From an optimization exercise on the open Yosys and OpenROAD flow, aimed at a short achievable clock period and few clock cycles per item; shortcuts taken in it are not production practice.
Function was checked by simulation only, so behaviour that the tests miss may differ from the original.

==> inputs of sierra <==
Design jbc_cc, start of the top module:
module jbc_cc (
    input  wire        clk,
    input  wire        rst,
    input  wire        ev_valid,
    input  wire [31:0] ev_word,
    output wire        ev_ready,
    output reg         ev_done,
    output reg         heater,
    output reg         adc_start,
    output reg         enc_wr,
    output reg  [15:0] enc_wr_val,
    output reg  [15:0] rd_data
);
Settings: LEC_CHECK=0, CAP_MARGIN=20, CORE_MARGIN=2, CORE_UTILIZATION=40, SLEW_MARGIN=20, SYNTH_HIERARCHICAL=1, SYNTH_MINIMUM_KEEP_SIZE=0; clock period 48.0 ns.
standard.sh (not shown) runs the stock make flow with config.mk's settings and CLKGATE_MAP_FILE= SYNTH_SCRIPT=/design/flow/synth_recipe.tcl, a recipe that flattens the netlist after the stock synthesis.
==> flow/flow/run.sh <==
#!/bin/bash
# Standard ORFS layout (the standard.sh), with the timing repair steps asked to
# leave setup slack of SETUP_MARGIN ns at the design's own clock period and SDC.
set -euo pipefail
MARGIN=$(cat flow/margin.txt)
bash standard.sh synth > log_synth.txt 2>&1
bash standard.sh SETUP_SLACK_MARGIN=$MARGIN finish > log_layout.txt 2>&1
==> flow/flow/margin.txt <==
37.4
==> inputs of maple, as changes to sierra <==
--- a/flow/design.v
+++ b/flow/design.v
@@ -434,31 +434,43 @@
     always @(*) begin
         for (kr = 0; kr < 6; kr = kr + 1) begin
             r1[kr] = 1'b0;
             for (ir = 0; ir * (2 << kr) + (1 << kr) <= 63; ir = ir + 1)
                 r1[kr] = r1[kr] | (rge[ir * (2 << kr) + (1 << kr)] & ~rge[(ir + 1) * (2 << kr)]);
         end
     end
-    reg  [3:0] e_cnt;
+    reg  [2:0] e_cnt;
     reg  [6:0] e_res;
-    wire [3:0] e_bit  = 4'd8 - e_cnt;
-    wire [6:0] e_cand = e_res | (7'd1 << e_bit[2:0]);
-    wire [6:0] e_rm   = e_cand - 7'd1;
-    wire [5:0] e_r    = e_rm[5:0];
-    wire [25:0] e_p5  = pc_K5 * e_r;
-    wire [25:0] e_pm  = pc_KM * e_r;
-    wire [8:0]  e_r5  = e_r * 9'd5;
-    wire [11:0] e_r50 = e_r * 12'd50;
-    wire signed [29:0] e_dh = pc_AH - $signed({4'd0, e_p5});
-    wire signed [29:0] e_dl = pc_AL - $signed({4'd0, e_p5});
-    wire signed [29:0] e_dm = pc_AM - $signed({4'd0, e_pm});
-    wire e_t1 = ($signed({3'd0, e_r5}) <= pc_HI) ? (e_dh >= 30'sd1000) :
-                ($signed({3'd0, e_r5}) >  pc_LO) ? (e_dl >= 30'sd1000) : (e_dm >= 30'sd1000);
-    wire e_g  = e_t1 & ~($signed({2'd0, e_r50}) > pc_RW);
-    wire e_ok = (e_cnt == 4'd9);
+    wire [6:0] e_step = (e_cnt == 3'd2) ? 7'd16 : (e_cnt == 3'd3) ? 7'd4 : 7'd1;
+    reg  [4:1] e_gk;
+    reg  [6:0] e_ck [1:4];
+    reg  [5:0] e_rk;
+    reg  [25:0] e_p5k, e_pmk;
+    reg  [8:0]  e_r5k;
+    reg  [11:0] e_r50k;
+    reg  signed [29:0] e_dhk, e_dlk, e_dmk;
+    reg  e_t1k;
+    integer ke;
+    always @(*) begin
+        for (ke = 1; ke <= 4; ke = ke + 1) begin
+            e_ck[ke] = e_res + ke * e_step;
+            e_rk     = e_ck[ke] - 7'd1;
+            e_p5k    = pc_K5 * e_rk;
+            e_pmk    = pc_KM * e_rk;
+            e_r5k    = e_rk * 9'd5;
+            e_r50k   = e_rk * 12'd50;
+            e_dhk    = pc_AH - $signed({4'd0, e_p5k});
+            e_dlk    = pc_AL - $signed({4'd0, e_p5k});
+            e_dmk    = pc_AM - $signed({4'd0, e_pmk});
+            e_t1k    = ($signed({3'd0, e_r5k}) <= pc_HI) ? (e_dhk >= 30'sd1000) :
+                       ($signed({3'd0, e_r5k}) >  pc_LO) ? (e_dlk >= 30'sd1000) : (e_dmk >= 30'sd1000);
+            e_gk[ke] = (e_ck[ke] <= 7'd64) & e_t1k & ~($signed({2'd0, e_r50k}) > pc_RW);
+        end
+    end
+    wire e_ok = (e_cnt == 3'd5);
     wire [64:0] rge_x = {rge, 1'b1};
     wire fwd1 = ~acq_fail & ~z_disc & (warmup == 2'd3) & ~rge_x[e_res];
     wire [25:0] p5_1 = pc_K5 * r1;
     wire [25:0] pm_1 = pc_KM * r1;
     wire [8:0]  r5     = s2_r * 9'd5;
     wire        is_hi  = $signed({3'd0, r5}) <= pc_HI;
     wire        is_lo  = $signed({3'd0, r5}) >  pc_LO;
@@ -685,21 +697,21 @@
         else
             s2_v <= w_eval & ~acq_fail & ~rst_r;
         if (hcnt == 2'd0)
             W <= ev_word;
         s2_r    <= r1;
         s2_p5   <= p5_1;
         if (rst | stale)
-            e_cnt <= 4'd0;
+            e_cnt <= 3'd0;
         else if (!e_ok)
-            e_cnt <= e_cnt + 4'd1;
-        if (e_cnt < 4'd2)
+            e_cnt <= e_cnt + 3'd1;
+        if (e_cnt < 3'd2)
             e_res <= 7'd0;
-        else if (!e_ok && (e_cand <= 7'd64) && e_g)
-            e_res <= e_cand;
+        else if (!e_ok)
+            e_res <= e_gk[4] ? e_ck[4] : e_gk[3] ? e_ck[3] : e_gk[2] ? e_ck[2] : e_gk[1] ? e_ck[1] : e_res;
         s2_pm   <= pm_1;
         s2_disc <= z_disc;
         adc_start  <= d_adc;
         enc_wr     <= d_enc;
         enc_wr_val <= (rel ? W[15] : ev_word[15]) ? 16'd0 : 16'd4500;
         rd_data    <= d_rd;
         slot <= n_slot; dq <= n_dq; dqf <= n_dqf; out_en <= n_en; warmup <= n_warmup;
==> inputs of juniper, as changes to sierra <==
--- a/flow/design.v
+++ b/flow/design.v
@@ -434,33 +434,14 @@
     always @(*) begin
         for (kr = 0; kr < 6; kr = kr + 1) begin
             r1[kr] = 1'b0;
             for (ir = 0; ir * (2 << kr) + (1 << kr) <= 63; ir = ir + 1)
                 r1[kr] = r1[kr] | (rge[ir * (2 << kr) + (1 << kr)] & ~rge[(ir + 1) * (2 << kr)]);
         end
     end
-    reg  [3:0] e_cnt;
-    reg  [6:0] e_res;
-    wire [3:0] e_bit  = 4'd8 - e_cnt;
-    wire [6:0] e_cand = e_res | (7'd1 << e_bit[2:0]);
-    wire [6:0] e_rm   = e_cand - 7'd1;
-    wire [5:0] e_r    = e_rm[5:0];
-    wire [25:0] e_p5  = pc_K5 * e_r;
-    wire [25:0] e_pm  = pc_KM * e_r;
-    wire [8:0]  e_r5  = e_r * 9'd5;
-    wire [11:0] e_r50 = e_r * 12'd50;
-    wire signed [29:0] e_dh = pc_AH - $signed({4'd0, e_p5});
-    wire signed [29:0] e_dl = pc_AL - $signed({4'd0, e_p5});
-    wire signed [29:0] e_dm = pc_AM - $signed({4'd0, e_pm});
-    wire e_t1 = ($signed({3'd0, e_r5}) <= pc_HI) ? (e_dh >= 30'sd1000) :
-                ($signed({3'd0, e_r5}) >  pc_LO) ? (e_dl >= 30'sd1000) : (e_dm >= 30'sd1000);
-    wire e_g  = e_t1 & ~($signed({2'd0, e_r50}) > pc_RW);
-    wire e_ok = (e_cnt == 4'd9);
-    wire [64:0] rge_x = {rge, 1'b1};
-    wire fwd1 = ~acq_fail & ~z_disc & (warmup == 2'd3) & ~rge_x[e_res];
     wire [25:0] p5_1 = pc_K5 * r1;
     wire [25:0] pm_1 = pc_KM * r1;
     wire [8:0]  r5     = s2_r * 9'd5;
     wire        is_hi  = $signed({3'd0, r5}) <= pc_HI;
     wire        is_lo  = $signed({3'd0, r5}) >  pc_LO;
     reg  [10:1] t_h, t_l, t_m, t_sel;
     reg  signed [29:0] dh, dl, dm;
@@ -613,56 +594,56 @@
     wire [3:0] s2 = inc11(s1);
     wire d0 = drive(out_en, slot, dq);
     wire d1 = drive(out_en, s1, dq);
     wire d2 = drive(out_en, s2, dq);
     wire w_step = p_r & w_zcd;
     wire en2    = ~s2_disc & warm & ~runaway_new;
     wire pin_a  = ~rst_any & (w_eval ? 1'b0 : s2_v ? (w_step & en2 & t_sel[1]) : w_step ? d1 : d0);
-    wire pin_b  = ~rst_any & (w_eval ? fwd1 : s2_v ? (en2 & (w_step ? t_sel[2] : t_sel[1])) : w_step ? d2 : d1);
+    wire pin_b  = ~rst_any & (s2_v ? (en2 & (w_step ? t_sel[2] : t_sel[1])) : w_step ? d2 : d1);
     wire n_slot0 = (n_slot == 4'd0);
     wire gain_chg = ((W[19:16] == 4'd0) & (W[15:0] != kp100)) |
                     ((W[19:16] == 4'd1) & (W[15:0] != ki100)) |
                     ((W[19:16] == 4'd2) & (W[15:0] != kd100));
     wire stale = rst_any | s2_v | (p_r & ((w_rfr & (n_sp != setpoint)) | w_eval | (w_wrg & gain_chg)));
-    wire [15:0] f_status = {3'd0, (n_hold != 3'd0), n_mode, n_warmup,
-                            n_phase, 1'b0, n_runaway, n_holder, n_disc,
-                            n_tip, n_en, heater};
+    wire [15:0] f_status = {3'd0, (n_hold != 3'd0), n_mode, f_warmup,
+                            n_phase, 1'b0, f_runaway, f_holder, f_disc,
+                            f_tip, f_en, heater};
     wire [15:0] view [0:15];
     assign view[0]  = n_kp;
     assign view[1]  = n_ki;
     assign view[2]  = n_kd;
     assign view[3]  = {12'd0, n_slot};
     assign view[4]  = f_status;
     assign view[5]  = {9'd0, f_dq * 7'd10};
     assign view[6]  = {9'd0, f_dqf * 7'd10};
-    assign view[7]  = {6'd0, n_qf * 10'd5};
+    assign view[7]  = {6'd0, f_qf * 10'd5};
     assign view[8]  = {7'd0, n_sp};
     assign view[9]  = {7'd0, n_bsp};
     assign view[10] = {7'd0, n_dsp};
     assign view[11] = {6'd0, n_dispq * 10'd5};
     assign view[12] = {9'd0, n_dispdq * 7'd10};
     assign view[13] = {13'd0, n_hold};
     assign view[14] = n_ms[15:0];
     assign view[15] = n_ms[31:16];
-    wire i_zcm, i_zcd, i_rfr, i_rdv, i_rdw, i_rst, i_enc;
-    jbc_dec dec (.w(ev_word), .zcm(i_zcm), .zcd(i_zcd), .rfr(i_rfr), .rdv(i_rdv), .rdw(i_rdw), .rst(i_rst), .enc(i_enc));
+    wire i_zcm, i_zcd, i_rfr, i_rdv, i_rst, i_enc;
+    jbc_dec dec (.w(ev_word), .zcm(i_zcm), .zcd(i_zcd), .rfr(i_rfr), .rdv(i_rdv), .rst(i_rst), .enc(i_enc));
     wire s1_now    = w_eval;
     wire zcm_stale = n_slot0 & stale;
     wire zcm_hold  = s1_now | zcm_stale;
     wire z_a = zcm_hold ? heater : (n_slot0 ? 1'b0 : pin_a);
-    wire zcd_hold = s1_now & ~e_ok;
+    wire zcd_hold = s1_now;
     wire z_b = zcd_hold ? heater : pin_b;
     wire h_heater = w_rst ? 1'b0 : w_zcm ? ((slot == 4'd0) ? 1'b0 : pin_a) : w_zcd ? pin_b : heater;
     wire h_adc    = w_zcm & (slot == 4'd0);
     wire h_enc    = w_rfr & (W[15] | (W[14:0] > 15'd4500));
     wire       d_ready, d_p, d_done, d_heater, d_adc, d_enc;
     wire [1:0] d_hcnt;
     jbc_ctl ctl (
         .ev_valid(ev_valid), .rst(rst),
-        .i_zcm(i_zcm), .i_zcd(i_zcd), .i_rfr(i_rfr), .i_rdv(i_rdv), .i_rdw(i_rdw), .i_rst(i_rst), .i_enc(i_enc),
+        .i_zcm(i_zcm), .i_zcd(i_zcd), .i_rfr(i_rfr), .i_rdv(i_rdv), .i_rst(i_rst), .i_enc(i_enc),
         .ready_r(ready_r), .hcnt(hcnt), .heater(heater), .s1_now(s1_now), .s2_v(s2_v),
         .zcm_stale(zcm_stale), .zcd_hold(zcd_hold), .n_slot0(n_slot0), .z_a(z_a), .z_b(z_b),
         .h_heater(h_heater), .h_adc(h_adc), .h_enc(h_enc),
         .d_ready(d_ready), .d_hcnt(d_hcnt), .d_p(d_p), .d_done(d_done),
         .d_heater(d_heater), .d_adc(d_adc), .d_enc(d_enc)
     );
     wire [15:0] d_rd;
@@ -684,22 +665,14 @@
             s2_v <= 1'b0;
         else
             s2_v <= w_eval & ~acq_fail & ~rst_r;
         if (hcnt == 2'd0)
             W <= ev_word;
         s2_r    <= r1;
         s2_p5   <= p5_1;
-        if (rst | stale)
-            e_cnt <= 4'd0;
-        else if (!e_ok)
-            e_cnt <= e_cnt + 4'd1;
-        if (e_cnt < 4'd2)
-            e_res <= 7'd0;
-        else if (!e_ok && (e_cand <= 7'd64) && e_g)
-            e_res <= e_cand;
         s2_pm   <= pm_1;
         s2_disc <= z_disc;
         adc_start  <= d_adc;
         enc_wr     <= d_enc;
         enc_wr_val <= (rel ? W[15] : ev_word[15]) ? 16'd0 : 16'd4500;
         rd_data    <= d_rd;
         slot <= n_slot; dq <= n_dq; dqf <= n_dqf; out_en <= n_en; warmup <= n_warmup;
@@ -722,15 +695,14 @@
 endmodule
 module jbc_dec (
     input  wire [31:0] w,
     output wire        zcm,
     output wire        zcd,
     output wire        rfr,
     output wire        rdv,
-    output wire        rdw,
     output wire        rst,
     output wire        enc
 );
     wire ga, gb, gc, ge, gf, gg, gh;
     jbc_nor4 n_a (.a(w[27:24]), .y(ga));
     jbc_nor4 n_b (.a(w[23:20]), .y(gb));
     jbc_nor4 n_c (.a(w[19:16]), .y(gc));
@@ -751,26 +723,24 @@
     jbc_and4 a_rds (.a({op6, ga, gb, ~w[15]}), .y(z_rds));
     wire big;
     jbc_gt4500 c_big (.a(w[14:0]), .y(big));
     assign zcm = op1 & z_hi;
     assign zcd = op2 & z_hi & z_lo;
     assign rst = op7 & z_hi & z_lo;
     assign rfr = z_rfr;
-    assign rdv = z_rds & ~w[19] & w[18] & (w[17] ^ w[16]) & z_lo;
-    assign rdw = z_rds & ~w[19] & w[18] & ~(w[17] ^ w[16]) & z_lo;
+    assign rdv = z_rds & ~w[19] & w[18] & z_lo;
     assign enc = z_rfr & (w[15] | big);
 endmodule
 module jbc_ctl (
     input  wire       ev_valid,
     input  wire       rst,
     input  wire       i_zcm,
     input  wire       i_zcd,
     input  wire       i_rfr,
     input  wire       i_rdv,
-    input  wire       i_rdw,
     input  wire       i_rst,
     input  wire       i_enc,
     input  wire       ready_r,
     input  wire [1:0] hcnt,
     input  wire       heater,
     input  wire       s1_now,
     input  wire       s2_v,
@@ -789,15 +759,15 @@
     output wire       d_heater,
     output wire       d_adc,
     output wire       d_enc
 );
     wire rel   = (hcnt == 2'd1);
     wire offer = ev_valid & ready_r;
     wire hold2 = (i_zcm | i_rdv) & s1_now;
-    wire hold1 = (i_zcd & zcd_hold) | (i_rdw & s1_now) | (i_rdv & s2_v) | (i_zcm & zcm_stale);
+    wire hold1 = (i_zcd & zcd_hold) | (i_rdv & s2_v) | (i_zcm & zcm_stale);
     wire hold  = hold2 | hold1;
     wire go    = offer & ~hold;
     assign d_ready  = rst | ((hcnt != 2'd0) ? rel : ~(offer & hold));
     assign d_hcnt   = rst ? 2'd0 :
                       (hcnt != 2'd0) ? hcnt - 2'd1 :
                       ~offer ? 2'd0 : hold2 ? 2'd2 : hold1 ? 2'd1 : 2'd0;
     assign d_p      = ~rst & (rel | go);
==> inputs of pepper, as changes to sierra <==
--- a/flow/design.v
+++ b/flow/design.v
@@ -619,50 +619,50 @@
     wire pin_a  = ~rst_any & (w_eval ? 1'b0 : s2_v ? (w_step & en2 & t_sel[1]) : w_step ? d1 : d0);
     wire pin_b  = ~rst_any & (w_eval ? fwd1 : s2_v ? (en2 & (w_step ? t_sel[2] : t_sel[1])) : w_step ? d2 : d1);
     wire n_slot0 = (n_slot == 4'd0);
     wire gain_chg = ((W[19:16] == 4'd0) & (W[15:0] != kp100)) |
                     ((W[19:16] == 4'd1) & (W[15:0] != ki100)) |
                     ((W[19:16] == 4'd2) & (W[15:0] != kd100));
     wire stale = rst_any | s2_v | (p_r & ((w_rfr & (n_sp != setpoint)) | w_eval | (w_wrg & gain_chg)));
-    wire [15:0] f_status = {3'd0, (n_hold != 3'd0), n_mode, n_warmup,
-                            n_phase, 1'b0, n_runaway, n_holder, n_disc,
-                            n_tip, n_en, heater};
+    wire [15:0] f_status = {3'd0, (n_hold != 3'd0), n_mode, f_warmup,
+                            n_phase, 1'b0, f_runaway, f_holder, f_disc,
+                            f_tip, f_en, heater};
     wire [15:0] view [0:15];
     assign view[0]  = n_kp;
     assign view[1]  = n_ki;
     assign view[2]  = n_kd;
     assign view[3]  = {12'd0, n_slot};
     assign view[4]  = f_status;
     assign view[5]  = {9'd0, f_dq * 7'd10};
     assign view[6]  = {9'd0, f_dqf * 7'd10};
-    assign view[7]  = {6'd0, n_qf * 10'd5};
+    assign view[7]  = {6'd0, f_qf * 10'd5};
     assign view[8]  = {7'd0, n_sp};
     assign view[9]  = {7'd0, n_bsp};
     assign view[10] = {7'd0, n_dsp};
     assign view[11] = {6'd0, n_dispq * 10'd5};
     assign view[12] = {9'd0, n_dispdq * 7'd10};
     assign view[13] = {13'd0, n_hold};
     assign view[14] = n_ms[15:0];
     assign view[15] = n_ms[31:16];
-    wire i_zcm, i_zcd, i_rfr, i_rdv, i_rdw, i_rst, i_enc;
-    jbc_dec dec (.w(ev_word), .zcm(i_zcm), .zcd(i_zcd), .rfr(i_rfr), .rdv(i_rdv), .rdw(i_rdw), .rst(i_rst), .enc(i_enc));
+    wire i_zcm, i_zcd, i_rfr, i_rdv, i_rst, i_enc;
+    jbc_dec dec (.w(ev_word), .zcm(i_zcm), .zcd(i_zcd), .rfr(i_rfr), .rdv(i_rdv), .rst(i_rst), .enc(i_enc));
     wire s1_now    = w_eval;
     wire zcm_stale = n_slot0 & stale;
     wire zcm_hold  = s1_now | zcm_stale;
     wire z_a = zcm_hold ? heater : (n_slot0 ? 1'b0 : pin_a);
     wire zcd_hold = s1_now & ~e_ok;
     wire z_b = zcd_hold ? heater : pin_b;
     wire h_heater = w_rst ? 1'b0 : w_zcm ? ((slot == 4'd0) ? 1'b0 : pin_a) : w_zcd ? pin_b : heater;
     wire h_adc    = w_zcm & (slot == 4'd0);
     wire h_enc    = w_rfr & (W[15] | (W[14:0] > 15'd4500));
     wire       d_ready, d_p, d_done, d_heater, d_adc, d_enc;
     wire [1:0] d_hcnt;
     jbc_ctl ctl (
         .ev_valid(ev_valid), .rst(rst),
-        .i_zcm(i_zcm), .i_zcd(i_zcd), .i_rfr(i_rfr), .i_rdv(i_rdv), .i_rdw(i_rdw), .i_rst(i_rst), .i_enc(i_enc),
+        .i_zcm(i_zcm), .i_zcd(i_zcd), .i_rfr(i_rfr), .i_rdv(i_rdv), .i_rst(i_rst), .i_enc(i_enc),
         .ready_r(ready_r), .hcnt(hcnt), .heater(heater), .s1_now(s1_now), .s2_v(s2_v),
         .zcm_stale(zcm_stale), .zcd_hold(zcd_hold), .n_slot0(n_slot0), .z_a(z_a), .z_b(z_b),
         .h_heater(h_heater), .h_adc(h_adc), .h_enc(h_enc),
         .d_ready(d_ready), .d_hcnt(d_hcnt), .d_p(d_p), .d_done(d_done),
         .d_heater(d_heater), .d_adc(d_adc), .d_enc(d_enc)
     );
     wire [15:0] d_rd;
@@ -722,15 +722,14 @@
 endmodule
 module jbc_dec (
     input  wire [31:0] w,
     output wire        zcm,
     output wire        zcd,
     output wire        rfr,
     output wire        rdv,
-    output wire        rdw,
     output wire        rst,
     output wire        enc
 );
     wire ga, gb, gc, ge, gf, gg, gh;
     jbc_nor4 n_a (.a(w[27:24]), .y(ga));
     jbc_nor4 n_b (.a(w[23:20]), .y(gb));
     jbc_nor4 n_c (.a(w[19:16]), .y(gc));
@@ -751,26 +750,24 @@
     jbc_and4 a_rds (.a({op6, ga, gb, ~w[15]}), .y(z_rds));
     wire big;
     jbc_gt4500 c_big (.a(w[14:0]), .y(big));
     assign zcm = op1 & z_hi;
     assign zcd = op2 & z_hi & z_lo;
     assign rst = op7 & z_hi & z_lo;
     assign rfr = z_rfr;
-    assign rdv = z_rds & ~w[19] & w[18] & (w[17] ^ w[16]) & z_lo;
-    assign rdw = z_rds & ~w[19] & w[18] & ~(w[17] ^ w[16]) & z_lo;
+    assign rdv = z_rds & ~w[19] & w[18] & z_lo;
     assign enc = z_rfr & (w[15] | big);
 endmodule
 module jbc_ctl (
     input  wire       ev_valid,
     input  wire       rst,
     input  wire       i_zcm,
     input  wire       i_zcd,
     input  wire       i_rfr,
     input  wire       i_rdv,
-    input  wire       i_rdw,
     input  wire       i_rst,
     input  wire       i_enc,
     input  wire       ready_r,
     input  wire [1:0] hcnt,
     input  wire       heater,
     input  wire       s1_now,
     input  wire       s2_v,
@@ -789,15 +786,15 @@
     output wire       d_heater,
     output wire       d_adc,
     output wire       d_enc
 );
     wire rel   = (hcnt == 2'd1);
     wire offer = ev_valid & ready_r;
     wire hold2 = (i_zcm | i_rdv) & s1_now;
-    wire hold1 = (i_zcd & zcd_hold) | (i_rdw & s1_now) | (i_rdv & s2_v) | (i_zcm & zcm_stale);
+    wire hold1 = (i_zcd & zcd_hold) | (i_rdv & s2_v) | (i_zcm & zcm_stale);
     wire hold  = hold2 | hold1;
     wire go    = offer & ~hold;
     assign d_ready  = rst | ((hcnt != 2'd0) ? rel : ~(offer & hold));
     assign d_hcnt   = rst ? 2'd0 :
                       (hcnt != 2'd0) ? hcnt - 2'd1 :
                       ~offer ? 2'd0 : hold2 ? 2'd2 : hold1 ? 2'd1 : 2'd0;
     assign d_p      = ~rst & (rel | go);
==> comparison table <==
Number of filler cells placed in the layout: pepper 23,519; maple 32,841; juniper 20,177; sierra 23,182
Inverters excl. clock: pepper 1,626; maple 2,521; juniper 1,446; sierra 1,673
Achievable frequency: pepper 92.3 MHz; maple 91.6 MHz; juniper 92.6 MHz; sierra 92.2 MHz
Tap Cells: pepper 3,150; maple 4,366; juniper 2,688; sierra 3,150
Result of the run: pepper timing/DRC/antenna clean; maple timing/DRC/antenna clean; juniper timing/DRC/antenna clean; sierra timing/DRC/antenna clean
Via count of the first global-routing pass: pepper 84,727; maple 119,340; juniper 74,213; sierra 84,377
Storage cell area: pepper 12,900 µm²; maple 12,900 µm²; juniper 12,700 µm²; sierra 12,900 µm²
Overall die height: pepper 491 µm; maple 581 µm; juniper 458 µm; sierra 489 µm
Clk Latency, worst-skew pair: pepper 0.74 ns; maple 0.75 ns; juniper 0.72 ns; sierra 0.77 ns
Worst clock skew: pepper 0.0366 ns; maple 0.0484 ns; juniper 0.0461 ns; sierra 0.0651 ns
Post-synthesis mux area share: pepper 1.06%; maple 0.979%; juniper 0.654%; sierra 1.03%
Met3 WL: pepper 27,700 µm; maple 47,200 µm; juniper 30,500 µm; sierra 27,000 µm
Sequential cell count: pepper 625; maple 624; juniper 614; sierra 625
First-pass GRT wire length: pepper 537,000 µm; maple 749,000 µm; juniper 469,000 µm; sierra 527,000 µm
Final clock-cell share: pepper 2.84%; maple 1.91%; juniper 3.03%; sierra 2.79%
Testbench counts of sierra, summed over its fixed seeds: cycles 806,054, items 800,000.
Testbench counts of maple, summed over its fixed seeds: cycles 804,651, items 800,000.
Testbench counts of juniper, summed over its fixed seeds: cycles 813,137, items 800,000.
Testbench counts of pepper, summed over its fixed seeds: cycles 806,901, items 800,000.

==> re-timing with driven ports <==
How much do the figures lean on ideal ports? The routed layouts below were timed once more, with nothing changed but the port constraints. Step 1 sets driving cells, clkbuf_16 on the clock port and buf_2 on the other inputs (assumed; they add their load-dependent delay and slew). Step 2 also shifts input and output timing later by t, the mid clock arrival at the registers, as if the neighbouring blocks saw the same clock. Slacks: ideal / step 1 / step 2; pairs: ideal / step 1.
run	t, ns	slack for setup (ns)	hold WS [ns]
sierra	0.827	37.149 / 37.059 / 36.541	0.471 / 0.471 / 0.471
maple	0.827	37.084 / 37.084 / 36.432	0.470 / 0.470 / 0.470
juniper	0.791	37.197 / 37.103 / 36.555	0.453 / 0.453 / 0.453
pepper	0.818	37.171 / 37.078 / 36.634	0.461 / 0.461 / 0.461
After both steps setup and hold are still met in every run listed. For maple, which loses most, drivers alone change the setup slack by 0.000 ns; drivers and shift together by -0.652 ns.
